This is an optimization exercise on Yosys and OpenROAD, whose aim is small area and a short achievable clock period, not a production implementation. Where RTL was checked, it was by simulation tests only, not by an equivalence proof against the original. The RTL of runs 1 and 2 was laid out without a check of its function. Power figures rest on the tool's default switching activity, not on a simulated workload.

`flow/design.v`:
```
module glue_timer (
    input  wire       clk,
    input  wire       rst,         
    input  wire       wr_en,       
    input  wire [2:0] wr_off,      
    input  wire [7:0] wr_data,
    input  wire       tick,
    output wire [7:0] count,       
    output wire       irq
);
    reg [15:0] ticks;
    reg [7:0]  target;
    reg        paused;
    reg        irq_q;
    wire w_target = wr_en && wr_off == 3'd0;
    wire w_reset  = wr_en && wr_off == 3'd2;
    wire w_trig   = wr_en && wr_off == 3'd3;
    wire w_pause  = wr_en && wr_off == 3'd4;
    wire w_cont   = wr_en && wr_off == 3'd5;
    wire w_zero   = w_target || w_reset || w_trig;
    wire n_paused = w_pause || (paused && !(w_zero || w_cont));
    wire n_irq_w  = w_trig || (irq_q && !(w_target || w_reset || w_cont));
    wire do_tick  = tick && !n_paused;
    wire [15:0] t     = ticks + 16'd1;
    wire [16:0] d     = {t[15], t} - {9'd0, target};
    wire        fire1 = !d[16];
    wire [7:0]  n_target = w_target ? wr_data : target;
    wire        fire0    = n_target[7:1] == 7'd0;
    wire        fire     = w_zero ? fire0 : fire1;
    always @(posedge clk) begin
        if (rst) begin
            ticks  <= 16'd0;
            target <= 8'd255;
            paused <= 1'b1;
            irq_q  <= 1'b0;
        end else begin
            target <= n_target;
            paused <= n_paused;
            irq_q  <= n_irq_w || (do_tick && fire);
            if (do_tick) begin
                if (w_zero)
                    ticks <= {15'd0, !(fire0 && n_target[0])};
                else
                    ticks <= fire1 ? d[15:0] : t;
            end else if (w_zero) begin
                ticks <= 16'd0;
            end
        end
    end
    assign count = ticks[7:0];
    assign irq   = irq_q;
endmodule
module glue_disk (
    input  wire        clk,
    input  wire        rst,              
    input  wire        store_open,
    input  wire        store_writable,
    input  wire [40:0] store_size,
    input  wire        wr_en,            
    input  wire        rd_en,            
    input  wire [2:0]  off,              
    input  wire [7:0]  wr_data,
    output reg         status,           
    output wire [40:0] st_addr,
    output wire        st_re,
    output wire        st_we,
    output wire [7:0]  st_wdata
);
    localparam OK  = 1'b0;
    localparam NOK = 1'b1;
    reg [7:0]  param [0:3];
    reg [40:0] pos;
    reg        pos_in;                   
    wire [31:0] block    = {param[3], param[2], param[1], param[0]};
    wire [31:0] size_blk = store_size[40:9];
    wire        size_lo  = |store_size[8:0];
    wire        blk_lt   = block < size_blk;
    wire        blk_eq   = block == size_blk;
    wire        seek_le  = blk_lt || blk_eq;
    wire        seek_lt  = blk_lt || (blk_eq && size_lo);
    wire [40:0] pos_inc  = pos + 41'd1;
    wire is_data  = off == 3'd5;
    wire is_cmd   = off == 3'd0;
    wire data_rd  = rd_en && is_data;
    wire data_wr  = wr_en && is_data;
    wire xfer     = data_rd || data_wr;
    wire xfer_ok  = store_open && pos_in && (data_rd || store_writable);
    wire do_seek  = store_open && wr_en && is_cmd && wr_data == 8'h01;
    wire do_sel   = store_open && wr_en && is_cmd && wr_data == 8'h00;
    wire do_inc   = xfer && xfer_ok;
    assign st_addr  = pos;
    assign st_re    = data_rd && xfer_ok;
    assign st_we    = data_wr && xfer_ok;
    assign st_wdata = wr_data;
    always @(posedge clk) begin
        if (rst) begin
            status   <= store_open ? OK : NOK;
            param[0] <= 8'h00;
            param[1] <= 8'h00;
            param[2] <= 8'h00;
            param[3] <= 8'h00;
            pos      <= 41'd0;
            pos_in   <= |store_size;
        end else begin
            if (!store_open) begin
                if ((wr_en && off != 3'd6) || data_rd)
                    status <= NOK;
            end else if (do_sel) begin
                status <= OK;
            end else if (do_seek) begin
                status <= seek_le ? OK : NOK;
            end else if (xfer) begin
                status <= xfer_ok ? OK : NOK;
            end
            if (store_open && wr_en && off == 3'd1) param[0] <= wr_data;
            if (store_open && wr_en && off == 3'd2) param[1] <= wr_data;
            if (store_open && wr_en && off == 3'd3) param[2] <= wr_data;
            if (store_open && wr_en && off == 3'd4) param[3] <= wr_data;
            if (do_seek) begin
                pos    <= {block, 9'd0};
                pos_in <= seek_lt;
            end else if (do_inc) begin
                pos    <= pos_inc;
                pos_in <= pos_inc != store_size;
            end
        end
    end
endmodule
module fuzix_glue (
    input  wire        clk,
    input  wire        rst,              
    input  wire        store_open,
    input  wire        store_writable,
    input  wire [40:0] store_size,
    input  wire        bus_valid,
    input  wire        bus_rd,           
    input  wire        bus_sync,         
    input  wire [15:0] bus_addr,
    input  wire [7:0]  bus_wdata,
    output reg         data_drive,       
    output reg  [7:0]  data_out,         
    input  wire        tick,
    output wire        irq,
    output wire        mem_re,
    output wire        mem_we,
    output wire [15:0] mem_addr,
    output wire [7:0]  mem_wdata,
    input  wire [7:0]  mem_rdata,
    output wire        st_re,
    output wire        st_we,
    output wire [40:0] st_addr,
    output wire [7:0]  st_wdata,
    input  wire [7:0]  st_rdata
);
    wire hi_fe   = bus_addr[15:8] == 8'hFE;
    wire in_disk  = hi_fe && bus_addr[7:3] == 5'b01100 && bus_addr[2:0] != 3'd7;
    wire in_timer = hi_fe && bus_addr[7:3] == 5'b10000 && !(bus_addr[2] && bus_addr[1]);
    wire in_mem   = !in_disk && !in_timer;
    wire [2:0] off = bus_addr[2:0];
    wire cyc = bus_valid && !rst;
    wire rd  = cyc && bus_rd;
    wire wr  = cyc && !bus_rd;
    assign mem_re    = rd && in_mem;
    assign mem_we    = wr && in_mem;
    assign mem_addr  = bus_addr;
    assign mem_wdata = bus_wdata;
    wire [7:0] timer_count;
    glue_timer u_timer (
        .clk     (clk),
        .rst     (rst),
        .wr_en   (wr && in_timer),
        .wr_off  (off),
        .wr_data (bus_wdata),
        .tick    (tick),
        .count   (timer_count),
        .irq     (irq)
    );
    wire       disk_status;
    glue_disk u_disk (
        .clk            (clk),
        .rst            (rst),
        .store_open     (store_open),
        .store_writable (store_writable),
        .store_size     (store_size),
        .wr_en          (wr && in_disk),
        .rd_en          (rd && in_disk),
        .off            (off),
        .wr_data        (bus_wdata),
        .status         (disk_status),
        .st_addr        (st_addr),
        .st_re          (st_re),
        .st_we          (st_we),
        .st_wdata       (st_wdata)
    );
    reg [7:0] rdata;
    always @(*) begin
        if (in_disk) begin
            if (off == 3'd6)
                rdata = {7'd0, disk_status};
            else if (off == 3'd5 && st_re)
                rdata = st_rdata;
            else
                rdata = 8'h00;
        end else if (in_timer)
            rdata = (off == 3'd1) ? timer_count : 8'h00;
        else
            rdata = mem_rdata;
    end
    always @(posedge clk) begin
        if (rst)
            data_drive <= 1'b0;
        else if (bus_valid)
            data_drive <= bus_rd;
        if (rd)
            data_out <= rdata;
    end
endmodule
```
`flow/run.sh`:
```
#!/bin/bash
# synth_recipe.tcl (not shown) runs the flow's synth.tcl, then flattens the netlist and writes it again
# the make line also repeats each setting of config.mk as NAME=value (left out here)
make -C /OpenROAD-flow-scripts/flow DESIGN_CONFIG=/design/flow/config.mk WORK_HOME=/design/flow/orfs CLKGATE_MAP_FILE= SYNTH_SCRIPT=/design/flow/synth_recipe.tcl finish
```
`flow/config.mk`:
```
export PLATFORM = sky130hd
export DESIGN_NAME = fuzix_glue
export DESIGN_NICKNAME = fuzix_glue
export VERILOG_FILES = /design/flow/design.v
export SDC_FILE = /design/flow/constraint.sdc
export NUM_CORES = 4
export LEC_CHECK = 0
export CAP_MARGIN = 20
export CORE_MARGIN = 2
export CORE_UTILIZATION = 50
export SETUP_SLACK_MARGIN = 2.0
export SLEW_MARGIN = 20
```
`flow/constraint.sdc`:
```
create_clock -name core_clock -period 4.5 [get_ports {clk}]
set_input_delay 0.9000 -clock core_clock [delete_from_list [all_inputs] [get_ports {clk}]]
set_output_delay 0.9000 -clock core_clock [all_outputs]
set_load 0.01 [all_outputs]
```
==> impl_results.md, run 1 <==
* Cell count after synthesis at 1,109
* Top cell types by occurrence after synthesis: a21oi_1 (110), nand2_1 (103), dfxtp_1 (100), nor2_1 (93), inv_1 (61)
* Worst Max-Slew Pin Slew at 939.9 ps
* Synth unique cells at 76
* Delay-heaviest family, CP: simple AND/OR/NAND/NOR gates
* Portion of the clock cycle consumed by the worst path in the final layout at 75.52%
* Fraction of the core area covered by cells at the end of the flow at 80.07%
* TritonCTS clock tree: done
* Synthesized-area fraction occupied by xor and xnor cells at around 8.1%
* WP data arrival at 2500 ps
* Area growth, synth to finish at 56.67%
* Initial antenna violation count at 0
* Clock slew seen by the registers of the worst setup and hold paths at 80 ps
* Average wire per cell in the routed design at 22.70 microns
* I/O pin count at 176
* Highest net fanout along the worst path at 3
* Area share of the leading cell type in the synthesized netlist at 23.70%
* Largest family of logic cells by synthesized area: simple AND/OR/NAND/NOR gates
* Antenna diodes at 0
* Die Wd at 134.0 microns
* Number of synthesized flops with an enable pin at 10
* Number of global-route vias before repair at 9,039
* Max Clk Rate at 294.2 MHz
* Clock buffers created by TritonCTS at 9
* Clock buffer depth at 2
* Buffer type at the clock tree root: clkbuf_16
* Critical path buffer and inverter count at 3
* Status: no timing/DRC/antenna violations
* Leakage power at just over 5 nW
* Fraction of the yosys area taken by sequential cells at 27.26%
* Relative slew slack at 37.34%
* Clock latency at the later pin of the worst-skew pair at about 380 ps
* Pins over their slew limit at 0
* Final wirelength at between 30,000 and 40,000 microns
* Worst path cell trace: buf_6 -> nand4b_1 -> or4_4 -> buf_12 -> nor4_4 -> and3_4 -> buf_6
* Placed insts at 1,439
* Ys flop type: dfxtp_1
* FF+latch count, synth at 110
* Final-report hold violation count at 0
* Setup repair after global routing missed its margin: yes
* Total global-route track usage at 36.35%
* CP startpoint kind: primary input
* Max Clock Skew at 12.93 ps
* Synth area leader: dfxtp_1
* Area inside the core boundary at ~0.017 sq mm
* Number of H-tree levels at 3
* Min Clock Period, post-route at between 3000 and 4000 ps
* Starting DRT DRC Count at 1,162
* Largest net degree at the start of global routing at 71
* Worst min-delay path class: flip-flop to flip-flop
* Power per cell area at 164.0 mW/mm^2
* Share of layout cells above drive strength 1 at 32.26%
* Total Nets Final at ~1,500
* Crit path required time at 3600 ps
* Max incr delay on CP at roughly 510 ps
* Effective utilization at floorplan at 51.11%
* Final Setup Violations at 0
* Avg Cell Area, Syn at around 7.6 sq um
* Placer's final routability congestion estimate at 0.9495
* CP dominant cell by count: buf_6
* Total of warnings raised by yosys at 4
* MaxCap Viol Count at 0
* First-pass GRT wire length at ~51,000 microns
* Largest cells by area after synthesis: dfxtp_1 (24%), a21oi_1 (6.5%), ha_1 (6.2%), xnor2_1 (5.5%), nand2_1 (4.6%)
* Accumulated negative setup slack at 0 ps
* Adder-cell share of the synthesized area at 6.459%
* Net count after synthesis at 1,241
* Class of the most critical setup path: primary input to output port
* Leading cell type by number of instances after synthesis: a21oi_1
* Number of vias in the routed layout at about 10,000
* Final Hold Slack at 508.4 ps
* Fraction of registers with async set or reset after synthesis at 0%
* Synthesized-area fraction occupied by and/or/nand/nor cells at a little over a quarter
* Floorplan die height at around 130 microns
* Sum of net half-perimeters after detailed placement at 21,150 microns
* Fraction of synthesized area in multiplexers at roughly 3.1%
* Placement row count at 47
* Crit-path slowest cell: or4_4
* Count of port buffers added during placement at roughly 170
* Total congestion overflow after global routing at 0
* Remaining antenna violation count at 0
* Synth Area in Compound Gates at 20.43%
* Via density per instance at 6.438
* Number of hold buffers added after CTS at 0
* Number of remaining DRC errors at 0
* Post-Layout Cell Count at 1,581
* Worst Setup End Kind: output port
* IR Drop Worst-Case VDD at a little under 0.2 mV
* Pre-Repair DR Iteration Count at 8
* Clk sink count at 110
* Mapped cell area at 0.008446 sq mm
* Die ar. at 0.01795 sq mm
-- routing by layer --
| layer | global-route usage, % | routed length [microns] | up-vias |
|---|---|---|---|
| li1 | - | - | 4529 |
| met1 | 48.98 | 13690 | 4812 |
| met2 | 58.72 | 16590 | 691 |
| met3 | 7.067 | 3988 | 146 |
| met4 | 11.70 | 1623 | 0 |
| met5 | 0 | 0 | - |
-- layout make-up --
cell class              instances  area (sq um)
repair buffers                321          3252
clock inverters                 5         58.81
multi-input cells             851          6797
clock buffers                  11         254.0
fillers                      1120          3293
well taps                     220         275.3
flip-flops and latches        110          2354
inverters                      63         241.5
-- power by group --
group | switching, mW | leakage, nW | internal (mW)
Clock | 0.444 | 0.153 | 0.427
Combinational | 0.169 | 4.12 | 0.142
Sequential | 0.00154 | 0.911 | 0.986
Total | 0.614 | 5.19 | 1.56
-- timing repair --
action	in CTS	in global routing
setup buffers	81	28
pin swaps	117	98
gates cloned	13	4
endpoints found under the setup margin	146	110
gates resized for setup	357	161
-- state kept, by name, summed over array words and instances, names as in the netlist --
name,cells
u_disk.pos,41
u_disk.param,32
u_timer.ticks,16
data_out,8
u_timer.target,8
data_drive,1
u_disk.pos_in,1
u_disk.status,1
u_timer.irq_q,1
u_timer.paused,1
-- through the flow --
stage | instance area (sq um) | worst slack (ps) | total power, mW
2_1_floorplan | 8857 | 1520 | 1.140
3_3_place_gp | 10430 | 548.5 | 1.300
3_5_place_dp | 10440 | 486.1 | 1.302
4_1_cts | 12310 | 1129 | 2.144
5_1_grt | 13230 | 1054 | 2.214
6_report | 13230 | 1101 | 2.170
-- worst paths after layout --
check / slack (ps) / to / cells past startpoint / start
setup / recovery: 1100 / st_we / 7 / bus_addr[8]
setup reg to reg: 1130 / u_disk.pos_in / 11 / u_disk.pos[1]
hold reg to reg: 510 / u_disk.param[3][7] / 2 / u_disk.param[3][7]
hold / removal: 510 / u_disk.param[3][7] / 2 / u_disk.param[3][7]
-- worst register-to-register path: cells and delay by family (launching register included) --
family	cells	cell delay [ps]
AOI/OAI and AO/OA	2	550
DFF	1	360
and+or+nand+nor	6	1710
adders and majority gates	1	150
buffers and inverters	2	380
-- logic make-up after synthesis --
group           after synthesis
xor+xnor                     78
flops                       110
buf+inv                     152
compound gates              277
mux                          26
fa+ha+maj                    43
simple gates                423
-- layout by cell type (no fill, tap or decap), drive strengths merged, types with 4 or more instances in the layout --
master / count
edfxtp: 10
o2111a: 5
dlymetal6s2s: 7
or3: 8
clkdlybuf4s15: 13
a22oi: 5
o22ai: 5
ha: 42
clkbuf: 15
or4: 7
nor4: 32
nor2: 95
dfxtp: 100
nand3: 47
nand2: 104
inv: 65
o21ai: 58
o21a: 8
and2: 10
a21o: 11
buf: 165
and3: 13
a222oi: 7
xnor2: 53
o211ai: 18
nor2b: 10
and4: 11
dlygate4sd2: 42
a31oi: 9
xor2: 25
clkdlybuf4s50: 90
a32oi: 9
a21oi: 110
o31ai: 4
o31a: 4
nor3: 37
nand4: 29
mux2i: 25
nand2b: 6
nor3b: 4
==> run 2, diff against run 1 <==
--- a/flow/config.mk
+++ b/flow/config.mk
@@ -9,4 +9,4 @@
 export CORE_MARGIN = 2
 export CORE_UTILIZATION = 50
-export SETUP_SLACK_MARGIN = 2.0
+export SETUP_SLACK_MARGIN = 1.6
 export SLEW_MARGIN = 20
==> run 2 against run 1 <==
Effect of this change: synthesized cell count unchanged; design area down 3.8%; flip-flop and latch count unchanged; die area unchanged; clock-buffer cell count down 2; synthesized area unchanged; register-to-register slack better by 60 ps; sequential power about the same; maximum frequency up 0.54%; sequential share of layout area up 0.76 points; combinational power down 5%; critical endpoint unchanged; largest power group unchanged.
==> impl_results.md, run 2 <==
* Ys flop type: dfxtp_1 (unchanged)
* Via density per instance at 6.319 (was 6.438)
* Total met3 wirelength after detailed routing at 3690 microns (was 3988 microns)
* Max Clock Skew at 13.34 ps (was 12.93 ps)
* Switching power total at 0.6312 mW (was 0.6142 mW)
* Total of warnings raised by yosys at 4 (unchanged)
* Post-Layout Cell Count at 1,563 (was 1,581)
* MaxCap Viol Count at 0 (unchanged)
* Clock slew seen by the registers of the worst setup and hold paths at 90 ps (was 80 ps)
* Die ar. at 0.01795 sq mm (unchanged)
* CP startpoint kind: primary input (unchanged)
* Pins over their slew limit at 0 (unchanged)
* Worst Setup End Kind: output port (unchanged)
* Synthesized-area fraction occupied by and/or/nand/nor cells at 26.12% (unchanged)
* Net count after synthesis at 1,241 (unchanged)
* Synthesized-area fraction occupied by xor and xnor cells at 8.089% (unchanged)
* Crit-path slowest cell: or4_4 (unchanged)
* Total Nets Final at 1,470 (was 1,488)
* Top cell types by occurrence after synthesis: a21oi_1 (110), nand2_1 (103), dfxtp_1 (100), nor2_1 (93), inv_1 (61) (unchanged)
* Initial antenna violation count at 0 (unchanged)
* Total congestion overflow after global routing at 0 (unchanged)
* Max incr delay on CP at 540 ps (was 510 ps)
* Sum of net half-perimeters after detailed placement at 21,040 microns (was 21,150 microns)
* Placement row count at 47 (unchanged)
* Register share of total power at 45.6% (was 45.5%)
* Effective utilization at floorplan at 51.11% (unchanged)
* Die Wd at 134.0 microns (unchanged)
* Clock buffers created by TritonCTS at 9 (unchanged)
* Power per cell area at 170.1 mW/mm^2 (was 164.0 mW/mm^2)
* Class of the most critical setup path: primary input to output port (unchanged)
* Fraction of synthesized area in multiplexers at 3.096% (unchanged)
* Internal Power at 1.534 mW (was 1.555 mW)
* Leading cell type by number of instances after synthesis: a21oi_1 (unchanged)
* WP data arrival at 2480 ps (was 2500 ps)
* Number of vias in the routed layout at 9,877 (was 10,180)
* Total global-route track usage at 33.73% (was 36.35%)
* Placed insts at 1,445 (was 1,439)
* Portion of the clock cycle consumed by the worst path in the final layout at 75.12% (was 75.52%)
* Largest family of logic cells by synthesized area: simple AND/OR/NAND/NOR gates (unchanged)
* Starting DRT DRC Count at 1,157 (was 1,162)
* Worst min-delay path class: flip-flop to flip-flop (unchanged)
* Placer's final routability congestion estimate at 0.9536 (was 0.9495)
* Final wirelength at 33,770 microns (was 35,880 microns)
* Max Clk Rate at 295.8 MHz (was 294.2 MHz)
* Clock latency at the later pin of the worst-skew pair at 390 ps (was 380 ps)
* Number of global-route vias before repair at 8,643 (was 9,039)
* Average wire per cell in the routed design at 21.61 microns (was 22.70 microns)
* TritonCTS clock tree: done (unchanged)
* Antenna diodes at 0 (unchanged)
* I/O pin count at 176 (unchanged)
* Registers with the highest flip-flop counts: u_disk.pos: 41 flops, u_disk.param: 32 flops, u_timer.ticks: 16 flops (unchanged)
* Detailed-route wire length on metal 1 at 13,370 microns (was 13,690 microns)
* Avg Cell Area, Syn at 7.616 sq um (unchanged)
* Most flops, register: u_disk.pos (unchanged)
* Commonest non-fill, non-tap cells in the layout: clkdlybuf4s50_1 (121), nand2_1 (97), a21oi_1 (91), buf_4 (90), dfxtp_1 (73) (was buf_4 (91), clkdlybuf4s50_1 (90), nand2_1 (77), a21oi_1 (77), dfxtp_1 (77))
* Remaining antenna violation count at 0 (unchanged)
* Area inside the core boundary at 0.01652 sq mm (unchanged)
* Largest cells by area after synthesis: dfxtp_1 (24%), a21oi_1 (6.5%), ha_1 (6.2%), xnor2_1 (5.5%), nand2_1 (4.6%) (unchanged)
* Worst Max-Slew Pin Slew at 856.7 ps (was 939.9 ps)
* Switching power as a share of total power at 29.15% (was 28.31%)
* Adder-cell share of the synthesized area at 6.459% (unchanged)
* Final-report hold violation count at 0 (unchanged)
* Floorplan die height at 134.0 microns (unchanged)
* Status: no timing/DRC/antenna violations (unchanged)
* Fraction of the yosys area taken by sequential cells at 27.26% (unchanged)
* IR Drop Worst-Case VDD at 0.2066 mV (was 0.1926 mV)
* Clk sink count at 110 (unchanged)
* Highest net fanout along the worst path at 2 (was 3)
* First-pass GRT wire length at 47,140 microns (was 51,090 microns)
* Clock buffer depth at 2 (unchanged)
* Uppermost signal routing layer after detailed routing: met4 (unchanged)
* Cell count after synthesis at 1,109 (unchanged)
* Crit path required time at 3600 ps (about the same)
* Number of H-tree levels at 3 (unchanged)
* Mapped cell area at 0.008446 sq mm (unchanged)
* Accumulated negative setup slack at 0 ps (unchanged)
* Synth unique cells at 76 (unchanged)
* CP dominant cell by count: buf_6 (unchanged)
* Met2 wirelength from detailed routing at 15,300 microns (was 16,590 microns)
* Area share of the leading cell type in the synthesized netlist at 23.70% (unchanged)
* Leakage power at 5.036 nW (was 5.189 nW)
* Final Setup Violations at 0 (unchanged)
* Proportion of power drawn by the clock network at 40.7% (was 40.2%)
* Min Clock Period, post-route at 3380 ps (was 3399 ps)
* FF+latch count, synth at 110 (unchanged)
* Setup repair after global routing missed its margin: yes (unchanged)
* Relative slew slack at 42.89% (was 37.34%)
* Pre-Repair DR Iteration Count at 6 (was 8)
* Area growth, synth to finish at 50.71% (was 56.67%)
* Count of port buffers added during placement at 174 (unchanged)
* Number of remaining DRC errors at 0 (unchanged)
* Worst path cell trace: buf_6 -> nand4b_1 -> or4_4 -> buf_6 -> nor4_4 -> buf_4 -> and3_4 -> buf_6 (was buf_6 -> nand4b_1 -> or4_4 -> buf_12 -> nor4_4 -> and3_4 -> buf_6)
* Synth Area in Compound Gates at 20.43% (unchanged)
* Largest net degree at the start of global routing at 71 (unchanged)
* Share of layout cells above drive strength 1 at 27.48% (was 32.26%)
* Fraction of registers with async set or reset after synthesis at 0% (unchanged)
* Synth area leader: dfxtp_1 (unchanged)
* Number of synthesized flops with an enable pin at 10 (unchanged)
* Buffer type at the clock tree root: clkbuf_16 (unchanged)
* Logic gate share of total power at 13.7% (was 14.3%)
* Most common cell after layout, fill and taps aside: clkdlybuf4s50_1 (was buf_4)
* Number of flip-flops in the largest register at 41 (unchanged)
* Final Hold Slack at 485.0 ps (was 508.4 ps)
run 2: metrics by stage:
step	cell area, sq um	setup WS [ps]	utilization (%)	total power, mW
4_1_cts	11530	1158	69.80	2.153
2_1_floorplan	8567	1520	-	1.137
5_1_grt	12730	1030	77.03	2.213
3_3_place_gp	10310	491.4	62.38	1.296
3_5_place_dp	10310	485.3	62.38	1.298
6_report	12730	1120	77.03	2.166
run 2: cells by family (layout without fill, tap and decap cells):
logic type,after synthesis,in the layout
mux,26,26
simple gates,423,423
compound gates,277,277
xor+xnor,78,78
fa+ha+maj,43,43
buf+inv,152,386
flops,110,110
run 2: worst paths after layout:
kind,slack [ps],from,endpoint,cells past startpoint
max,1120,bus_addr[8],st_we,8
min,490,u_disk.param[3][4],u_disk.param[3][4],2
max reg2reg,1190,u_disk.pos[31],u_disk.pos_in,8
min reg2reg,490,u_disk.param[3][4],u_disk.param[3][4],2
run 2: layer usage:
layer,track usage [%],vias up
li1,-,4481
met4,11.35,0
met1,45.38,4636
met3,8.428,148
met5,0,-
met2,52.93,612
run 2: power by group through the flow:
stage / Clock, mW / Combinational [mW] / Sequential (mW)
floorplan: 0 / 0.121 / 1.02
global placement: 0 / 0.283 / 1.01
detailed placement: 0 / 0.285 / 1.01
CTS: 0.879 / 0.285 / 0.990
global route: 0.913 / 0.313 / 0.987
finish: 0.882 / 0.297 / 0.987
run 2: final cells by class:
class | count | area (sq um)
Tap cell | 220 | 275.3
Fill cell | 1175 | 3796
Timing Repair Buffer | 307 | 3049
Multi-Input combinational cell | 847 | 6486
Inverter | 63 | 240.2
Clock inverter | 7 | 91.34
Sequential cell | 110 | 2361
Clock buffer | 9 | 225.2
run 2: timing repair:
action,in CTS,in global routing
hold buffers,0,0
endpoints found under the setup margin,114,70
resized for setup,218,207
endpoints found under the hold margin,0,0
buffers inserted,62,26
gates cloned,8,6
pin swaps,50,105
run 2: critical path, delay by kind of cell:
family / cells / cell delay, ps
buf+inv: 4 / 500
simple gates: 4 / 1070
==> run 3, diff against run 2 <==
--- a/flow/design.v
+++ b/flow/design.v
@@ -22,10 +22,8 @@
     wire n_irq_w  = w_trig || (irq_q && !(w_target || w_reset || w_cont));
     wire do_tick  = tick && !n_paused;
-    wire [15:0] t     = ticks + 16'd1;
-    wire [16:0] d     = {t[15], t} - {9'd0, target};
-    wire        fire1 = !d[16];
     wire [7:0]  n_target = w_target ? wr_data : target;
-    wire        fire0    = n_target[7:1] == 7'd0;
-    wire        fire     = w_zero ? fire0 : fire1;
+    wire        tz       = n_target == 8'd0;
+    wire [15:0] t    = w_zero ? 16'd1 : ticks + 16'd1;
+    wire        fire = tz ? !t[15] : (t[7:0] == n_target);
     always @(posedge clk) begin
         if (rst) begin
@@ -38,12 +36,8 @@
             paused <= n_paused;
             irq_q  <= n_irq_w || (do_tick && fire);
-            if (do_tick) begin
-                if (w_zero)
-                    ticks <= {15'd0, !(fire0 && n_target[0])};
-                else
-                    ticks <= fire1 ? d[15:0] : t;
-            end else if (w_zero) begin
+            if (do_tick)
+                ticks <= (fire && !tz) ? 16'd0 : t;
+            else if (w_zero)
                 ticks <= 16'd0;
-            end
         end
     end
@@ -62,7 +56,6 @@
     input  wire [7:0]  wr_data,
     output reg         status,           
+    output reg         pos_in,           
     output wire [40:0] st_addr,
-    output wire        st_re,
-    output wire        st_we,
     output wire [7:0]  st_wdata
 );
@@ -71,5 +64,4 @@
     reg [7:0]  param [0:3];
     reg [40:0] pos;
-    reg        pos_in;                   
     wire [31:0] block    = {param[3], param[2], param[1], param[0]};
     wire [31:0] size_blk = store_size[40:9];
@@ -90,6 +82,4 @@
     wire do_inc   = xfer && xfer_ok;
     assign st_addr  = pos;
-    assign st_re    = data_rd && xfer_ok;
-    assign st_we    = data_wr && xfer_ok;
     assign st_wdata = wr_data;
     always @(posedge clk) begin
@@ -161,6 +151,18 @@
     wire rd  = cyc && bus_rd;
     wire wr  = cyc && !bus_rd;
-    assign mem_re    = rd && in_mem;
-    assign mem_we    = wr && in_mem;
+    wire pos_in;
+    glue_strobe u_strobe (
+        .rst            (rst),
+        .bus_valid      (bus_valid),
+        .bus_rd         (bus_rd),
+        .bus_addr       (bus_addr),
+        .store_open     (store_open),
+        .store_writable (store_writable),
+        .pos_in         (pos_in),
+        .mem_re         (mem_re),
+        .mem_we         (mem_we),
+        .st_re          (st_re),
+        .st_we          (st_we)
+    );
     assign mem_addr  = bus_addr;
     assign mem_wdata = bus_wdata;
@@ -188,7 +190,6 @@
         .wr_data        (bus_wdata),
         .status         (disk_status),
+        .pos_in         (pos_in),
         .st_addr        (st_addr),
-        .st_re          (st_re),
-        .st_we          (st_we),
         .st_wdata       (st_wdata)
     );
@@ -198,5 +199,5 @@
             if (off == 3'd6)
                 rdata = {7'd0, disk_status};
-            else if (off == 3'd5 && st_re)
+            else if (off == 3'd5 && store_open && pos_in)
                 rdata = st_rdata;
             else
@@ -216,2 +217,26 @@
     end
 endmodule
+module glue_strobe (
+    input  wire        rst,
+    input  wire        bus_valid,
+    input  wire        bus_rd,
+    input  wire [15:0] bus_addr,
+    input  wire        store_open,
+    input  wire        store_writable,
+    input  wire        pos_in,
+    output wire        mem_re,
+    output wire        mem_we,
+    output wire        st_re,
+    output wire        st_we
+);
+    wire hi_fe    = bus_addr[15:8] == 8'hFE;
+    wire in_disk  = hi_fe && bus_addr[7:3] == 5'b01100 && bus_addr[2:0] != 3'd7;
+    wire in_timer = hi_fe && bus_addr[7:3] == 5'b10000 && !(bus_addr[2] && bus_addr[1]);
+    wire is_data  = hi_fe && bus_addr[7:0] == 8'h65;
+    wire cyc      = bus_valid && !rst;
+    wire xfer     = cyc && is_data && store_open && pos_in;
+    assign mem_re = cyc && bus_rd && !in_disk && !in_timer;
+    assign mem_we = cyc && !bus_rd && !in_disk && !in_timer;
+    assign st_re  = xfer && bus_rd;
+    assign st_we  = xfer && !bus_rd && store_writable;
+endmodule
==> flow/flow/run.sh (new file) <==
#!/bin/bash
# Own flow: the standard layout (standard.sh, unchanged synthesis and
# steps), except that the port buffers are the small sky130_fd_sc_hd__buf_1
# instead of the default delay-cell buffer; repair_design/repair_timing
# resize them afterwards wherever timing or slew needs it.
set -euo pipefail
export BUFFER_PORTS_ARGS="-buffer_cell sky130_fd_sc_hd__buf_1"
bash standard.sh > standard.log 2>&1
==> flow/standard.sh (new file) <==
#!/bin/bash
# synth_recipe.tcl (not shown) runs the flow's synth.tcl, then flattens the netlist and writes it again
# the make line also repeats each setting of config.mk as NAME=value (left out here)
make -C /OpenROAD-flow-scripts/flow DESIGN_CONFIG=/design/flow/config.mk WORK_HOME=/design/flow/orfs CLKGATE_MAP_FILE= SYNTH_SCRIPT=/design/flow/synth_recipe.tcl "${@:-finish}"
--- a/flow/config.mk
+++ b/flow/config.mk
@@ -8,5 +8,7 @@
 export CAP_MARGIN = 20
 export CORE_MARGIN = 2
-export CORE_UTILIZATION = 50
-export SETUP_SLACK_MARGIN = 1.6
+export CORE_UTILIZATION = 60
+export CTS_BUF_LIST = sky130_fd_sc_hd__clkbuf_8
+export CTS_CLUSTER_SIZE = 10
+export SETUP_SLACK_MARGIN = 1.5
 export SLEW_MARGIN = 20
removed: flow/run.sh
==> run 3 against run 2 <==
Effect of this change: still clean on timing, DRC and antenna; total power is 15% lower; routed wire length is 27% lower; via count down 16%; global-route usage is essentially flat; cell count down 12%; utilization fell by 7.0 points; highest routed layer unchanged.
==> impl_results.md, run 3 <==
* Status: no timing/DRC/antenna violations (unchanged)
* Final Hold Slack at 491.3 ps (was 485.0 ps)
* Power per cell area at 199.8 mW/mm^2 (was 170.1 mW/mm^2)
* MaxCap Viol Count at 0 (unchanged)
* I/O pin count at 176 (unchanged)
* Startpoint of the most critical hold path: u_disk.param[2][6] (was u_disk.param[3][4])
* Area growth, synth to finish at 14.68% (was 50.71%)
* Leading cell type by number of instances after synthesis: nor2_1 (was a21oi_1)
* Placed insts at 1,341 (was 1,445)
* Placement row count at 42 (was 47)
* Proportion of power drawn by the clock network at 33.7% (was 40.7%)
* Pins over their slew limit at 0 (unchanged)
* Area share of the leading cell type in the synthesized netlist at 24.96% (was 23.70%)
* Post-layout worst setup margin at 1524 ps (was 1120 ps)
* Register share of total power at 53.9% (was 45.6%)
* Relative slew slack at 51.16% (was 42.89%)
* Ys flop type: dfxtp_1 (unchanged)
* Via density per instance at 6.069 (was 6.319)
* FF+latch count, synth at 110 (unchanged)
* Number of flip-flops in the largest register at 41 (unchanged)
* Max Clk Rate at 336.0 MHz (was 295.8 MHz)
* Cell area after placement at 0.008628 sq mm (was 0.01031 sq mm)
* Mapped cell area at 0.008021 sq mm (was 0.008446 sq mm)
* Worst Max-Slew Pin Slew at 731.0 ps (was 856.7 ps)
* Accumulated negative setup slack at 0 ps (unchanged)
* Antenna diodes at 0 (unchanged)
* Fraction of registers with async set or reset after synthesis at 0% (unchanged)
* Area inside the core boundary at 0.01314 sq mm (was 0.01652 sq mm)
* WP data arrival at 3110 ps (was 2480 ps)
* Min Clock Period, post-route at 2976 ps (was 3380 ps)
* PnR Total Power at 1.838 mW (was 2.166 mW)
* Logic gate share of total power at 12.4% (was 13.7%)
* Final-report hold violation count at 0 (unchanged)
* Starting DRT DRC Count at 751 (was 1,157)
* Clock slew seen by the registers of the worst setup and hold paths at 120 ps (was 90 ps)
* Die ar. at 0.01431 sq mm (was 0.01795 sq mm)
* Commonest non-fill, non-tap cells in the layout: buf_1 (168), nor2_1 (118), a21oi_1 (117), dfxtp_1 (85), nand2_1 (73) (was clkdlybuf4s50_1 (121), nand2_1 (97), a21oi_1 (91), buf_4 (90), dfxtp_1 (73))
* Final Setup Violations at 0 (unchanged)
* Total of warnings raised by yosys at 4 (unchanged)
* Switching power as a share of total power at 29.77% (was 29.15%)
* Fraction of the yosys area taken by sequential cells at 28.70% (was 27.26%)
* Number of remaining DRC errors at 0 (unchanged)
* Floorplan die height at 119.6 microns (was 134.0 microns)
* Clk sink count at 110 (unchanged)
* Worst Hold Path EP: u_disk.param[2][6] (was u_disk.param[3][4])
* Post-layout instance area at 0.009199 sq mm (was 0.01273 sq mm)
* Worst Hold Depth at 2 (unchanged)
* Total global-route track usage at 33.74% (was 33.73%)
* Number of synthesized flops with an enable pin at 10 (unchanged)
* Effective utilization at floorplan at 61.06% (was 51.11%)
* Max Clock Skew at 9.972 ps (was 13.34 ps)
* R2R depth at 9 (was 8)
* Total Nets Final at 1,313 (was 1,470)
* FF-to-FF Start: u_disk.pos[1] (was u_disk.pos[31])
* Worst setup slack after placement at 720.1 ps (was 485.3 ps)
* Average wire per cell in the routed design at 18.09 microns (was 21.61 microns)
* First-pass GRT wire length at 38,160 microns (was 47,140 microns)
* Portion of the clock cycle consumed by the worst path in the final layout at 66.13% (was 75.12%)
* End of the worst register-to-register path: u_disk.pos_in (unchanged)
* Fraction of the core area covered by cells at the end of the flow at 70.02% (was 77.03%)
* Leakage power at 3.501 nW (was 5.036 nW)
* Largest cells by area after synthesis: dfxtp_1 (25%), a21oi_1 (7.4%), xnor2_1 (6.6%), nor2_1 (5.7%), ha_1 (5.3%) (was dfxtp_1 (24%), a21oi_1 (6.5%), ha_1 (6.2%), xnor2_1 (5.5%), nand2_1 (4.6%))
* Number of global-route vias before repair at 7,203 (was 8,643)
* Clock buffer depth at 2 (unchanged)
* Largest net degree at the start of global routing at 48 (was 71)
* Setup slack of the worst register-to-register path at 1570 ps (was 1190 ps)
* Avg Cell Area, Syn at 7.625 sq um (was 7.616 sq um)
* Internal Power at 1.291 mW (was 1.534 mW)
* Most flops, register: u_disk.pos (unchanged)
* Total congestion overflow after global routing at 0 (unchanged)
* Worst min-delay path class: flip-flop to flip-flop (unchanged)
* Net count after synthesis at 1,175 (was 1,241)
* Die Wd at 119.6 microns (was 134.0 microns)
* Worst Setup End Kind: flip-flop (was output port)
* Highest net fanout along the worst path at 5 (was 2)
* Clock buffers created by TritonCTS at 9 (unchanged)
* Crit path required time at 4630 ps (was 3600 ps)
* Post-Layout Cell Count at 1,371 (was 1,563)
* Buffer type at the clock tree root: clkbuf_8 (was clkbuf_16)
* Share of layout cells above drive strength 1 at 10.29% (was 27.48%)
* Placer's final routability congestion estimate at 0.9622 (was 0.9536)
* Clock latency at the later pin of the worst-skew pair at 410 ps (was 390 ps)
* Initial antenna violation count at 0 (unchanged)
* Synth area leader: dfxtp_1 (unchanged)
* Number of H-tree levels at 3 (unchanged)
* Setup repair after global routing missed its margin: yes (unchanged)
* Synth unique cells at 70 (was 76)
* CP startpoint kind: primary input (unchanged)
* Number of vias in the routed layout at 8,321 (was 9,877)
* Switching power total at 0.5473 mW (was 0.6312 mW)
* Top cell types by occurrence after synthesis: nor2_1 (121), a21oi_1 (118), dfxtp_1 (100), nand2_1 (74), xnor2_1 (60) (was a21oi_1 (110), nand2_1 (103), dfxtp_1 (100), nor2_1 (93), inv_1 (61))
* Class of the most critical setup path: primary input to flip-flop (was primary input to output port)
* Pre-Repair DR Iteration Count at 5 (was 6)
* Registers with the highest flip-flop counts: u_disk.pos: 41 flops, u_disk.param: 32 flops, u_timer.ticks: 16 flops (unchanged)
* Sum of net half-perimeters after detailed placement at 18,110 microns (was 21,040 microns)
* IR Drop Worst-Case VDD at 0.1522 mV (was 0.2066 mV)
* TritonCTS clock tree: done (unchanged)
* Cell count after synthesis at 1,052 (was 1,109)
* Final wirelength at 24,810 microns (was 33,770 microns)
* Count of port buffers added during placement at 174 (unchanged)
* Remaining antenna violation count at 0 (unchanged)
* Most common cell after layout, fill and taps aside: buf_1 (was clkdlybuf4s50_1)
* Filler cell count at 1,185 (was 1,175)
[run 3: repair_timing]
action | in CTS | in global routing
buffers inserted | 4 | 10
hold buffers | 0 | 0
pin swaps | 2 | 12
gates resized for setup | 30 | 48
setup endpoints to repair | 48 | 47
[run 3: worst max-delay path by stage]
stage,from,to,depth (start not counted)
2_1_floorplan,bus_addr[9],u_disk.pos_in,10
3_3_place_gp,bus_rd,u_timer.ticks[2],10
3_5_place_dp,bus_rd,u_timer.ticks[12],10
4_1_cts,u_disk.pos[5],u_disk.pos_in,9
5_1_grt,bus_addr[8],u_timer.irq_q,11
6_report,bus_addr[5],u_disk.pos_in,10
[run 3: power by group through the flow]
stage / combinational [mW] / clock (mW) / sequential (mW)
2_1_floorplan: 0.126 / 0 / 1.02
3_3_place_gp: 0.215 / 0 / 1.02
3_5_place_dp: 0.216 / 0 / 1.02
4_1_cts: 0.219 / 0.628 / 0.996
5_1_grt: 0.248 / 0.673 / 0.991
6_report: 0.228 / 0.620 / 0.990
[run 3: routing by layer]
metal	track usage [%]	share of wire (%)	vias to the layer above
met5	0	0	-
met4	10.07	1.8	0
met3	4.610	8.8	35
met2	50.32	43	406
met1	50.52	47	3900
li1	-	-	3980
[run 3: area by class of cell]
type | count | area (sq um) | area share [%]
clock inverters | 7 | 71.32 | 0.7753
well taps | 176 | 220.2 | 2.394
multi-input cells | 810 | 5296 | 57.58
repair buffers | 213 | 970.9 | 10.55
flip-flops and latches | 110 | 2344 | 25.48
inverters | 46 | 172.7 | 1.877
clock buffers | 9 | 123.9 | 1.347
[run 3: critical path, cell delays in order]
cell and delay (ps):
clkbuf_2 110, and3b_2 240, and4_4 230, and2_4 150, and4_4 180, or4_1 470
nor3_1 230, nand4_1 120, nor4_1 280, a41oi_1 190
[run 3: kinds of logic after synthesis]
logic type	Yosys count	synth area share, %
AOI/OAI and AO/OA	232	16.69
xor gates and xnor gates	85	9.281
adders and majority gates	34	5.303
buffers and inverters	132	8.002
DFF	110	28.70
muxes	39	4.867
and+or+nand+nor	420	27.16
==> run 4, diff against run 3 <==
--- a/flow/config.mk
+++ b/flow/config.mk
@@ -9,6 +9,4 @@
 export CORE_MARGIN = 2
 export CORE_UTILIZATION = 60
-export CTS_BUF_LIST = sky130_fd_sc_hd__clkbuf_8
-export CTS_CLUSTER_SIZE = 10
 export SETUP_SLACK_MARGIN = 1.5
 export SLEW_MARGIN = 20
==> run 4 against run 3 <==
Effect of this change: clock skew shrank 3.6 ps; clock-buffer cell count unchanged; global-route usage increased by 0.32 points; first-iteration DRC count decreased by 10%; critical path type unchanged; largest cell class unchanged.
==> impl_results.md, run 4 <==
* Status: no timing/DRC/antenna violations (unchanged)
* Setup repair after global routing missed its margin: yes (unchanged)
* Pins over their slew limit at 0 (unchanged)
* Clock latency at the later pin of the worst-skew pair at 370 ps (was 410 ps)
* Final-report hold violation count at 0 (unchanged)
* Fraction of registers with async set or reset after synthesis at 0% (unchanged)
* Number of remaining DRC errors at 0 (unchanged)
* MaxCap Viol Count at 0 (unchanged)
* Number of H-tree levels at 3 (unchanged)
* Worst min-delay path class: flip-flop to flip-flop (unchanged)
* Clock slew seen by the registers of the worst setup and hold paths at 80 ps (was 120 ps)
* Die ar. at 0.01431 sq mm (unchanged)
* TritonCTS clock tree: done (unchanged)
* Class of the most critical setup path: primary input to flip-flop (unchanged)
* Max Clk Rate at 330.4 MHz (was 336.0 MHz)
* Detailed-route wire length on metal 1 at 11,440 microns (was 11,560 microns)
* IR Drop Worst-Case VDD at 0.1648 mV (was 0.1522 mV)
* Most common cell after layout, fill and taps aside: buf_1 (unchanged)
* Largest cells by area after synthesis: dfxtp_1 (25%), a21oi_1 (7.4%), xnor2_1 (6.6%), nor2_1 (5.7%), ha_1 (5.3%) (unchanged)
* Worst setup slack after placement at 720.1 ps (unchanged)
* Total congestion overflow after global routing at 0 (unchanged)
* Die Wd at 119.6 microns (unchanged)
* I/O pin count at 176 (unchanged)
* Post-layout worst setup margin at 1473 ps (was 1524 ps)
* Registers with the highest flip-flop counts: u_disk.pos: 41 flops, u_disk.param: 32 flops, u_timer.ticks: 16 flops (unchanged)
* Largest net degree at the start of global routing at 48 (unchanged)
* Fraction of the yosys area taken by sequential cells at 28.70% (unchanged)
* Average wire per cell in the routed design at 18.25 microns (was 18.09 microns)
* Worst Max-Slew Pin Slew at 746.1 ps (was 731.0 ps)
* Total met3 wirelength after detailed routing at 2353 microns (was 2177 microns)
* Cell area after placement at 0.008628 sq mm (unchanged)
* Antenna diodes at 0 (unchanged)
* Number of flip-flops in the largest register at 41 (unchanged)
* Area growth, synth to finish at 14.97% (was 14.68%)
* Area inside the core boundary at 0.01314 sq mm (unchanged)
* Highest net fanout along the worst path at 5 (unchanged)
* Count of port buffers added during placement at 174 (unchanged)
* Effective utilization at floorplan at 61.06% (unchanged)
* Worst Setup End Kind: flip-flop (unchanged)
* Via density per instance at 6.100 (was 6.069)
* Placed insts at 1,341 (unchanged)
* Number of global-route vias before repair at 7,251 (was 7,203)
* Crit path required time at 4590 ps (was 4630 ps)
* FF+latch count, synth at 110 (unchanged)
* Cell count after synthesis at 1,052 (unchanged)
* Leakage power at 3.514 nW (was 3.501 nW)
* Avg Cell Area, Syn at 7.625 sq um (unchanged)
* PnR Total Power at 2.044 mW (was 1.838 mW)
* Uppermost signal routing layer after detailed routing: met4 (unchanged)
* Synth area leader: dfxtp_1 (unchanged)
* First-pass GRT wire length at 38,420 microns (was 38,160 microns)
* Post-layout instance area at 0.009223 sq mm (was 0.009199 sq mm)
* Clock buffer depth at 2 (unchanged)
* Met2 wirelength from detailed routing at 10,690 microns (was 10,630 microns)
* Post-Layout Cell Count at 1,368 (was 1,371)
* Leading cell type by number of instances after synthesis: nor2_1 (unchanged)
* Sum of net half-perimeters after detailed placement at 18,110 microns (unchanged)
* Total Nets Final at 1,310 (was 1,313)
* Final Setup Violations at 0 (unchanged)
* Placement row count at 42 (unchanged)
* CP startpoint kind: primary input (unchanged)
* Ys flop type: dfxtp_1 (unchanged)
* Initial antenna violation count at 0 (unchanged)
* Most flops, register: u_disk.pos (unchanged)
* Max Clock Skew at 6.378 ps (was 9.972 ps)
* Accumulated negative setup slack at 0 ps (unchanged)
* Number of synthesized flops with an enable pin at 10 (unchanged)
* Number of vias in the routed layout at 8,345 (was 8,321)
* WP data arrival at 3110 ps (about the same)
* Remaining antenna violation count at 0 (unchanged)
* Relative slew slack at 50.16% (was 51.16%)
* Share of layout cells above drive strength 1 at 9.815% (was 10.29%)
* Portion of the clock cycle consumed by the worst path in the final layout at 67.26% (was 66.13%)
* Buffer type at the clock tree root: clkbuf_16 (was clkbuf_8)
* Net count after synthesis at 1,175 (unchanged)
* Synth unique cells at 70 (unchanged)
* Floorplan die height at 119.6 microns (unchanged)
* Mapped cell area at 0.008021 sq mm (unchanged)
* Final wirelength at 24,970 microns (was 24,810 microns)
* Total of warnings raised by yosys at 4 (unchanged)
* Clk sink count at 110 (unchanged)
* Starting DRT DRC Count at 673 (was 751)
* Total global-route track usage at 34.07% (was 33.74%)
* Number of hold buffers added after CTS at 0 (unchanged)
* Placer's final routability congestion estimate at 0.9622 (unchanged)
* Area share of the leading cell type in the synthesized netlist at 24.96% (unchanged)
* Top cell types by occurrence after synthesis: nor2_1 (121), a21oi_1 (118), dfxtp_1 (100), nand2_1 (74), xnor2_1 (60) (unchanged)
* Commonest non-fill, non-tap cells in the layout: buf_1 (168), nor2_1 (118), a21oi_1 (117), dfxtp_1 (89), nand2_1 (72) (was buf_1 (168), nor2_1 (118), a21oi_1 (117), dfxtp_1 (85), nand2_1 (73))
* Power per cell area at 221.6 mW/mm^2 (was 199.8 mW/mm^2)
* Pre-Repair DR Iteration Count at 5 (unchanged)
* Clock buffers created by TritonCTS at 9 (unchanged)
* Min Clock Period, post-route at 3027 ps (was 2976 ps)
[run 4: metal layers]
metal,up-vias,track usage (%)
met1,3906,50.82
met2,425,50.50
met3,38,4.895
met4,0,10.88
met5,-,0
li1,3976,-
[run 4: timing repair]
action / 4_1_cts / 5_1_grt
setup endpoints to repair: 48 / 49
gates cloned: 1 / 0
setup buffers: 6 / 4
resized for setup: 32 / 30
hold endpoints to repair: 0 / 0
pin swaps: 2 / 9
[run 4: area by class of cell]
class,instances,area [sq um]
multi-input combinational,811,5284
fill,1192,3915
sequential,110,2318
timing repair buffer,209,930.9
clock buffer,9,225.2
tap,176,220.2
inverter,46,172.7
clock inverter,7,71.32
[run 4: kinds of logic after synthesis]
logic type	synth area share (%)
AO/OA/AOI/OAI	16.69
XOR/XNOR	9.281
buffers and inverters	8.002
multiplexers	4.867
AND/OR/NAND/NOR	27.16
adder cells (fa/ha/maj)	5.303
flip-flops	28.70
[run 4: power breakdown]
part / internal, mW / total [mW] / switching [mW]
sequential: 0.992 / 0.994 / 0.00211
combinational: 0.0826 / 0.229 / 0.147
clock: 0.396 / 0.820 / 0.425
[run 4: per-stage QoR]
step           hold WS (ps)  util, %
2_1_floorplan         448.8        -
3_3_place_gp          466.2    65.68
3_5_place_dp          474.0    65.68
4_1_cts               484.9    69.07
5_1_grt               499.6    70.20
6_report              484.1    70.20
[run 4: path summary, 6_finish.rpt]
check	depth (start not counted)	to	slack (ps)	start
max reg2reg	8	u_disk.pos_in	1500	u_disk.pos[12]
max	10	u_disk.pos_in	1470	bus_addr[7]
min	2	u_disk.param[2][0]	480	u_disk.param[2][0]
min reg2reg	2	u_disk.param[2][0]	480	u_disk.param[2][0]
[run 4: worst max-delay path, cell delays in order]
cell and delay (ps):
buf_1 110, and3b_2 240, and4_4 220, and2_4 150
and4_4 180, or4_1 470, nor3_1 240, nand4_1 120
nor4_1 280, a41oi_1 180
==> run 5, diff against run 4 <==
--- a/flow/config.mk
+++ b/flow/config.mk
@@ -8,5 +8,5 @@
 export CAP_MARGIN = 20
 export CORE_MARGIN = 2
-export CORE_UTILIZATION = 60
-export SETUP_SLACK_MARGIN = 1.5
+export CORE_UTILIZATION = 50
+export SETUP_SLACK_MARGIN = 2.0
 export SLEW_MARGIN = 20
==> run 5 against run 4 <==
Effect of this change: still clean on timing, DRC and antenna; cell count grew 6.2%; non-clock buffer count increased by 44; sequential power hardly changed; clock skew rose by 0.75 ps; global-route usage shrank 3.5 points; maximum frequency grew 0.29%; clock-buffer cell count did not move; total power up 0.34%; synthesized area unchanged; first-iteration DRC count increased by 5.3%; critical path depth rose by 3; sequential share of layout area decreased by 2.2 points; critical path type unchanged; largest cell class unchanged; highest routed layer unchanged.
==> impl_results.md, run 5 <==
* Net count after synthesis at 1,175 (unchanged)
* Starting DRT DRC Count at 709 (was 673)
* I/O pin count at 176 (unchanged)
* Average wire per cell in the routed design at 19.33 microns (was 18.25 microns)
* Crit path required time at 4710 ps (was 4590 ps)
* Min Clock Period, post-route at 3018 ps (was 3027 ps)
* Setup repair after global routing missed its margin: yes (unchanged)
* Final wirelength at 28,090 microns (was 24,970 microns)
* Area growth, synth to finish at 26.97% (was 14.97%)
* Pins over their slew limit at 0 (unchanged)
* Worst min-delay path class: flip-flop to flip-flop (unchanged)
* Number of global-route vias before repair at 7,106 (was 7,251)
* Fraction of the yosys area taken by sequential cells at 28.70% (unchanged)
* Commonest non-fill, non-tap cells in the layout: buf_1 (146), nor2_1 (112), a21oi_1 (112), dfxtp_1 (84), nand2_1 (70) (was buf_1 (168), nor2_1 (118), a21oi_1 (117), dfxtp_1 (89), nand2_1 (72))
* Total Nets Final at 1,355 (was 1,310)
* Antenna diodes at 0 (unchanged)
* Number of vias in the routed layout at 8,474 (was 8,345)
* Ys flop type: dfxtp_1 (unchanged)
* Number of hold buffers added after CTS at 0 (unchanged)
* Most flops, register: u_disk.pos (unchanged)
* Area share of the leading cell type in the synthesized netlist at 24.96% (unchanged)
* Via density per instance at 5.832 (was 6.100)
* Clk sink count at 110 (unchanged)
* Number of flip-flops in the largest register at 41 (unchanged)
* Synth area leader: dfxtp_1 (unchanged)
* Cell count after synthesis at 1,052 (unchanged)
* Crit-path slowest cell: and4_4 (was or4_1)
* Avg Cell Area, Syn at 7.625 sq um (unchanged)
* Top cell types by occurrence after synthesis: nor2_1 (121), a21oi_1 (118), dfxtp_1 (100), nand2_1 (74), xnor2_1 (60) (unchanged)
* Pre-Repair DR Iteration Count at 5 (unchanged)
* Die ar. at 0.01707 sq mm (was 0.01431 sq mm)
* Sum of net half-perimeters after detailed placement at 19,230 microns (was 18,110 microns)
* Most common cell after layout, fill and taps aside: buf_1 (unchanged)
* Clock latency at the later pin of the worst-skew pair at 360 ps (was 370 ps)
* Largest cells by area after synthesis: dfxtp_1 (25%), a21oi_1 (7.4%), xnor2_1 (6.6%), nor2_1 (5.7%), ha_1 (5.3%) (unchanged)
* Max Clk Rate at 331.3 MHz (was 330.4 MHz)
* Final-report hold violation count at 0 (unchanged)
* First-pass GRT wire length at 39,740 microns (was 38,420 microns)
* Final Setup Violations at 0 (unchanged)
* Largest net degree at the start of global routing at 84 (was 48)
* Worst Setup End Kind: flip-flop (unchanged)
* Placer's final routability congestion estimate at 0.9361 (was 0.9622)
* Synth unique cells at 70 (unchanged)
* Number of synthesized flops with an enable pin at 10 (unchanged)
* Max incr delay on CP at 340 ps (was 470 ps)
* Share of layout cells above drive strength 1 at 19.73% (was 9.815%)
* Leakage power at 3.942 nW (was 3.514 nW)
* Number of H-tree levels at 3 (unchanged)
* Initial antenna violation count at 0 (unchanged)
* Class of the most critical setup path: primary input to flip-flop (unchanged)
* Number of remaining DRC errors at 0 (unchanged)
* MaxCap Viol Count at 0 (unchanged)
* Total global-route track usage at 30.58% (was 34.07%)
* Relative slew slack at 36.80% (was 50.16%)
* WP data arrival at 3230 ps (was 3110 ps)
* Status: no timing/DRC/antenna violations (unchanged)
* Leading cell type by number of instances after synthesis: nor2_1 (unchanged)
* Buffer type at the clock tree root: clkbuf_16 (unchanged)
* TritonCTS clock tree: done (unchanged)
* Fraction of registers with async set or reset after synthesis at 0% (unchanged)
* Max Clock Skew at 7.129 ps (was 6.378 ps)
* FF+latch count, synth at 110 (unchanged)
* Power per cell area at 201.4 mW/mm^2 (was 221.6 mW/mm^2)
* Fraction of the core area covered by cells at the end of the flow at 64.58% (was 70.20%)
* Worst Max-Slew Pin Slew at 948.0 ps (was 746.1 ps)
* Clock buffers created by TritonCTS at 9 (unchanged)
* Clock slew seen by the registers of the worst setup and hold paths at 80 ps (about the same)
* Effective utilization at floorplan at 50.86% (was 61.06%)
* Total congestion overflow after global routing at 0 (unchanged)
* Count of port buffers added during placement at 174 (unchanged)
* Portion of the clock cycle consumed by the worst path in the final layout at 67.07% (was 67.26%)
* Filler cell count at 1,486 (was 1,192)
* Die Wd at 130.7 microns (was 119.6 microns)
* Worst path cell trace: buf_1 -> and4b_1 -> nand4_1 -> buf_4 -> nor2_4 -> buf_12 -> buf_4 -> mux2i_4 -> xnor2_2 -> nor4_2 -> and4_4 -> or3_4 -> a21oi_2 (was buf_1 -> and3b_2 -> and4_4 -> and2_4 -> and4_4 -> or4_1 -> nor3_1 -> nand4_1 -> nor4_1 -> a41oi_1)
* Remaining antenna violation count at 0 (unchanged)
* Area inside the core boundary at 0.01577 sq mm (was 0.01314 sq mm)
* Total of warnings raised by yosys at 4 (unchanged)
* Mapped cell area at 0.008021 sq mm (unchanged)
* Floorplan die height at 130.7 microns (was 119.6 microns)
* CP dominant cell by count: buf_4 (was and4_4)
* Highest net fanout along the worst path at 8 (was 5)
* Registers with the highest flip-flop counts: u_disk.pos: 41 flops, u_disk.param: 32 flops, u_timer.ticks: 16 flops (unchanged)
* Accumulated negative setup slack at 0 ps (unchanged)
* Clock buffer depth at 2 (unchanged)
* CP startpoint kind: primary input (unchanged)
* Placement row count at 46 (was 42)
* IR Drop Worst-Case VDD at 0.1693 mV (was 0.1648 mV)
## run 5: cell types whose count changed in the layout (fill, tap and decap cells not counted), moves of 7 or more
| cell | delta |
|---|---|
| buf_4 | +31 |
| buf_1 | -22 |
| o21ai_0 | -13 |
| o21ai_1 | +13 |
| buf_6 | +10 |
| clkbuf_2 | +9 |
| buf_2 | +7 |
## run 5: worst paths after layout
kind / start / endpoint / slack (ps) / depth (start not counted)
max: bus_addr[8] / u_timer.ticks[15] / 1480 / 13
min: u_disk.param[2][7] / u_disk.param[2][7] / 480 / 2
max reg2reg: u_disk.pos[15] / u_disk.pos_in / 1540 / 9
min reg2reg: u_disk.param[2][7] / u_disk.param[2][7] / 480 / 2
## run 5: metrics by stage
stage / hold slack [ps] / total power, mW / instances / setup WS [ps] / area [sq um]
floorplan: 448.9 / 1.151 / 1052 / 1462 / 8149
global placement: 468.0 / 1.244 / 1380 / 751.4 / 8771
detailed placement: 470.8 / 1.243 / 1380 / 744.6 / 8771
CTS: 481.4 / 2.041 / 1416 / 1592 / 9419
global route: 512.3 / 2.119 / 1453 / 1369 / 10180
finish: 481.9 / 2.051 / 1453 / 1482 / 10180
## run 5: cells by family (layout without fill, tap and decap cells)
| kind of cell | after synthesis | in the layout | synth area share (%) |
|---|---|---|---|
| simple gates | 420 | 421 | 27.16 |
| compound gates | 232 | 233 | 16.69 |
| buf+inv | 132 | 315 | 8.002 |
| flops | 110 | 110 | 28.70 |
| xor+xnor | 85 | 85 | 9.281 |
| mux | 39 | 39 | 4.867 |
| fa+ha+maj | 34 | 34 | 5.303 |
## run 5: timing repair
item | CTS | global route
setup endpoints to repair | 75 | 82
cloned | 0 | 6
gates resized for setup | 59 | 135
pin swaps | 10 | 42
setup buffers | 20 | 31
## run 5: worst max-delay path, delay by kind of cell
| family | cells | cell delay, ps |
|---|---|---|
| simple gates | 6 | 1370 |
| buf+inv | 4 | 560 |
| mux | 1 | 260 |
| xor+xnor | 1 | 110 |
| compound gates | 1 | 40 |
## run 5: layer usage
layer  track usage (%)  routed length (microns)  vias up
met5                 0                        0        -
met4             8.448                      632        0
met3             4.967                     2312       39
met2             44.58                    12020      377
met1             46.47                    13120     3985
li1                  -                        -     4073
## run 5: report_power, final
part	internal, mW	leakage (nW)	switching, mW	total (mW)
sequential	0.989	0.908	0.00208	0.991
combinational	0.0999	2.90	0.160	0.260
clock	0.385	0.137	0.414	0.799
## run 5: cell type report
type	instances	area [sq um]	share of cell area, %
Multi-Input combinational cell	812	5679	55.76
Clock buffer	9	225.2	2.211
Inverter	46	180.2	1.769
Timing Repair Buffer	253	1436	14.10
Clock inverter	7	56.30	0.5528
Tap cell	216	270.3	2.654
Sequential cell	110	2337	22.95
==> run 6, diff against run 5 <==
--- a/flow/config.mk
+++ b/flow/config.mk
@@ -9,4 +9,4 @@
 export CORE_MARGIN = 2
 export CORE_UTILIZATION = 50
-export SETUP_SLACK_MARGIN = 2.0
+export SETUP_SLACK_MARGIN = 1.6
 export SLEW_MARGIN = 20
==> run 6 against run 5 <==
Effect of this change: still clean; clock-buffer cell count stayed put; synthesized area unchanged; total power fell by 0.80%; clock skew grew 2.3 ps; sequential power hardly changed; cell count down 1.9%; global-route usage decreased by 0.64 points; combinational power is 7% lower; first-iteration DRC count decreased by 19%; largest cell class unchanged.
==> impl_results.md, run 6 <==
* Total congestion overflow after global routing at 0 (unchanged)
* TritonCTS clock tree: done (unchanged)
* Post-Layout Cell Count at 1,425 (was 1,453)
* Crit-path slowest cell: and4b_1 (was and4_4)
* Leading cell type by number of instances after synthesis: nor2_1 (unchanged)
* Area growth, synth to finish at 22.09% (was 26.97%)
* Sum of net half-perimeters after detailed placement at 18,970 microns (was 19,230 microns)
* Highest net fanout along the worst path at 18 (was 8)
* Final Setup Violations at 0 (unchanged)
* Total of warnings raised by yosys at 4 (unchanged)
* MaxCap Viol Count at 0 (unchanged)
* Total global-route track usage at 29.94% (was 30.58%)
* Relative slew slack at 37.15% (was 36.80%)
* Startpoint of the most critical hold path: u_disk.param[2][7] (unchanged)
* Critical path buffer and inverter count at 2 (was 4)
* R2R depth at 10 (was 9)
* Registers with the highest flip-flop counts: u_disk.pos: 41 flops, u_disk.param: 32 flops, u_timer.ticks: 16 flops (unchanged)
* Placer's final routability congestion estimate at 0.8503 (was 0.9361)
* Count of port buffers added during placement at 174 (unchanged)
* Total Nets Final at 1,327 (was 1,355)
* WP data arrival at 2020 ps (was 3230 ps)
* Internal Power at 1.467 mW (was 1.474 mW)
* Clock latency at the later pin of the worst-skew pair at 360 ps (about the same)
* Buffer type at the clock tree root: clkbuf_16 (unchanged)
* CP dominant cell by count: buf_6 (was buf_4)
* Number of vias in the routed layout at 8,253 (was 8,474)
* Worst Setup End Kind: output port (was flip-flop)
* Share of layout cells above drive strength 1 at 15.30% (was 19.73%)
* Top cell types by occurrence after synthesis: nor2_1 (121), a21oi_1 (118), dfxtp_1 (100), nand2_1 (74), xnor2_1 (60) (unchanged)
* Worst Hold Depth at 2 (unchanged)
* Clock slew seen by the registers of the worst setup and hold paths at 80 ps (about the same)
* Min Clock Period, post-route at 2917 ps (was 3018 ps)
* Remaining antenna violation count at 0 (unchanged)
* Mapped cell area at 0.008021 sq mm (unchanged)
* Avg Cell Area, Syn at 7.625 sq um (unchanged)
* Number of remaining DRC errors at 0 (unchanged)
* Max Clock Skew at 9.417 ps (was 7.129 ps)
* Worst path cell trace: buf_6 -> and4b_1 -> and4_4 -> nand2_4 -> and3_4 -> buf_6 (was buf_1 -> and4b_1 -> nand4_1 -> buf_4 -> nor2_4 -> buf_12 -> buf_4 -> mux2i_4 -> xnor2_2 -> nor4_2 -> and4_4 -> or3_4 -> a21oi_2)
* Cell count after synthesis at 1,052 (unchanged)
* Max incr delay on CP at 290 ps (was 340 ps)
* Antenna diodes at 0 (unchanged)
* Power per cell area at 207.7 mW/mm^2 (was 201.4 mW/mm^2)
* Largest cells by area after synthesis: dfxtp_1 (25%), a21oi_1 (7.4%), xnor2_1 (6.6%), nor2_1 (5.7%), ha_1 (5.3%) (unchanged)
* Final wirelength at 26,560 microns (was 28,090 microns)
* Register area at 0.002337 sq mm (unchanged)
* Ys flop type: dfxtp_1 (unchanged)
* Worst min-delay path class: flip-flop to flip-flop (unchanged)
* End of the worst register-to-register path: u_disk.pos_in (unchanged)
* Setup slack of the worst register-to-register path at 1650 ps (was 1540 ps)
* Delay-heaviest family, CP: simple AND/OR/NAND/NOR gates (unchanged)
* Number of hold buffers added after CTS at 0 (unchanged)
* Synth unique cells at 70 (unchanged)
* PnR Total Power at 2.034 mW (was 2.051 mW)
* Commonest non-fill, non-tap cells in the layout: buf_1 (158), nor2_1 (114), a21oi_1 (114), dfxtp_1 (86), nand2_1 (72) (was buf_1 (146), nor2_1 (112), a21oi_1 (112), dfxtp_1 (84), nand2_1 (70))
* Status: no timing/DRC/antenna violations (unchanged)
* Accumulated negative setup slack at 0 ps (unchanged)
* Largest net degree at the start of global routing at 85 (was 84)
* Proportion of power drawn by the clock network at 39.3% (was 39.0%)
* Area share of the leading cell type in the synthesized netlist at 24.96% (unchanged)
* CP startpoint kind: primary input (unchanged)
* Effective utilization at floorplan at 50.86% (unchanged)
* Setup repair after global routing missed its margin: yes (unchanged)
* Max Clk Rate at 342.9 MHz (was 331.3 MHz)
* Total area of multi-input combinational cells at 0.005603 sq mm (was 0.005679 sq mm)
* Initial antenna violation count at 0 (unchanged)
* I/O pin count at 176 (unchanged)
* Number of flip-flops in the largest register at 41 (unchanged)
* Fraction of the yosys area taken by sequential cells at 28.70% (unchanged)
* Die Wd at 130.7 microns (unchanged)
* Die ar. at 0.01707 sq mm (unchanged)
* Pre-Repair DR Iteration Count at 4 (was 5)
* Class of the most critical setup path: primary input to output port (was primary input to flip-flop)
* Portion of the clock cycle consumed by the worst path in the final layout at 64.82% (was 67.07%)
* Synth area leader: dfxtp_1 (unchanged)
* Filler cell count at 1,533 (was 1,486)
* Switching power total at 0.5671 mW (was 0.5766 mW)
* Area inside the core boundary at 0.01577 sq mm (unchanged)
* Logic gate share of total power at 12.0% (was 12.7%)
* Most common cell after layout, fill and taps aside: buf_1 (unchanged)
* Most flops, register: u_disk.pos (unchanged)
* Average wire per cell in the routed design at 18.64 microns (was 19.33 microns)
* FF-to-FF Start: u_disk.pos[0] (was u_disk.pos[15])
* Register share of total power at 48.7% (was 48.3%)
* IR Drop Worst-Case VDD at 0.1726 mV (was 0.1693 mV)
* Worst Max-Slew Pin Slew at 942.8 ps (was 948.0 ps)
* Fraction of registers with async set or reset after synthesis at 0% (unchanged)
* Clock buffer depth at 2 (unchanged)
* Clock buffers created by TritonCTS at 9 (unchanged)
* Floorplan die height at 130.7 microns (unchanged)
* Final-report hold violation count at 0 (unchanged)
* Clk sink count at 110 (unchanged)
* Number of global-route vias before repair at 7,109 (was 7,106)
* Switching power as a share of total power at 27.88% (was 28.11%)
* Net count after synthesis at 1,175 (unchanged)
* Placed insts at 1,380 (unchanged)
* FF+latch count, synth at 110 (unchanged)
* Via density per instance at 5.792 (was 5.832)
* Number of synthesized flops with an enable pin at 10 (unchanged)
* Placement row count at 46 (unchanged)
* Leakage power at 3.748 nW (was 3.942 nW)
* Worst Hold Path EP: u_disk.param[2][7] (unchanged)
* First-pass GRT wire length at 39,360 microns (was 39,740 microns)
* Pins over their slew limit at 0 (unchanged)
* Starting DRT DRC Count at 573 (was 709)
* Number of H-tree levels at 3 (unchanged)
* Crit path required time at 3600 ps (was 4710 ps)
## run 6: changes by cell type in the layout (fill, tap and decap cells not counted), moves of 5 or more
cell	change
buf_1	+12
buf_2	-6
buf_4	-19
inv_1	+6
inv_2	-5
o21ai_0	+9
o21ai_1	-11
## run 6: logic make-up (layout without fill, tap and decap cells)
| kind of cell | count (synthesis) | in the layout | synth area share, % |
|---|---|---|---|
| and+or+nand+nor | 420 | 421 | 27.16 |
| AOI/OAI and AO/OA | 232 | 233 | 16.69 |
| buffers and inverters | 132 | 287 | 8.002 |
| DFF | 110 | 110 | 28.70 |
| xor gates and xnor gates | 85 | 85 | 9.281 |
| muxes | 39 | 39 | 4.867 |
| adders and majority gates | 34 | 34 | 5.303 |
## run 6: worst max-delay path by stage
| stage | startpoint | cells past startpoint | endpoint |
|---|---|---|---|
| floorplan | bus_addr[9] | 10 | u_disk.pos_in |
| global placement | bus_addr[2] | 11 | u_timer.ticks[11] |
| detailed placement | bus_addr[2] | 11 | u_timer.ticks[14] |
| CTS | u_disk.pos[2] | 9 | u_disk.pos_in |
| global route | u_disk.pos[1] | 10 | u_disk.pos_in |
| finish | bus_addr[8] | 6 | mem_re |
## run 6: power groups by stage
stage	clock [mW]	combinational [mW]	sequential [mW]
after floorplan	0	0.126	1.02
after global placement	0	0.219	1.02
after detailed placement	0	0.219	1.02
after CTS	0.820	0.226	0.993
after global routing	0.849	0.266	0.992
final	0.800	0.243	0.990
## run 6: area by class of cell
type,instances,share of cell area [%]
tap,216,2.760
sequential,110,23.87
clock buffer,9,2.300
inverter,46,1.763
timing repair buffer,225,11.45
multi-input combinational,812,57.21
clock inverter,7,0.6516
## run 6: repair_timing
action | in CTS | in global routing
pin swaps | 10 | 35
gates cloned | 0 | 2
setup buffers | 12 | 15
gates resized for setup | 64 | 83
hold endpoints to repair | 0 | 0
setup endpoints to repair | 25 | 37
## run 6: worst reg2reg max path, stage by stage, from the launching register on
cell and delay, ps:
dfxtp_4 420, ha_4 180, nand3_2 160, nor3_2 190, buf_4 200, xnor2_1 110
or4_4 550, nor3_4 160, nand4_1 120, nor4_2 310, a41oi_2 160
## run 6: stage by stage
stage	setup slack, ps	utilization [%]	hold WS (ps)	cell area (sq um)
4_1_cts	1574	59.07	482.3	9315
5_1_grt	1494	62.10	508.1	9793
6_report	1583	62.10	482.3	9793
2_1_floorplan	1462	-	448.8	8053
3_3_place_gp	793.5	55.05	464.5	8682
3_5_place_dp	777.5	55.05	471.4	8682
## run 6: routing by layer
layer  vias up  GRT usage, %  share of wire [%]  routed length [microns]
li1       4025             -                  -                        -
met1      3849         46.76                 48                    12710
met2       350         42.59                 42                    11270
met3        29         4.886                8.4                     2226
met4         0         7.196                1.3                      355
met5         -             0                  0                        0

Check on run 6: ideal ports give 1.583 ns setup slack; a clkbuf_16 on the clock port and buf_2 on the inputs give 1.548 ns; moving port delays by the midpoint clock arrival (0.400 ns) as well gives 1.203 ns.
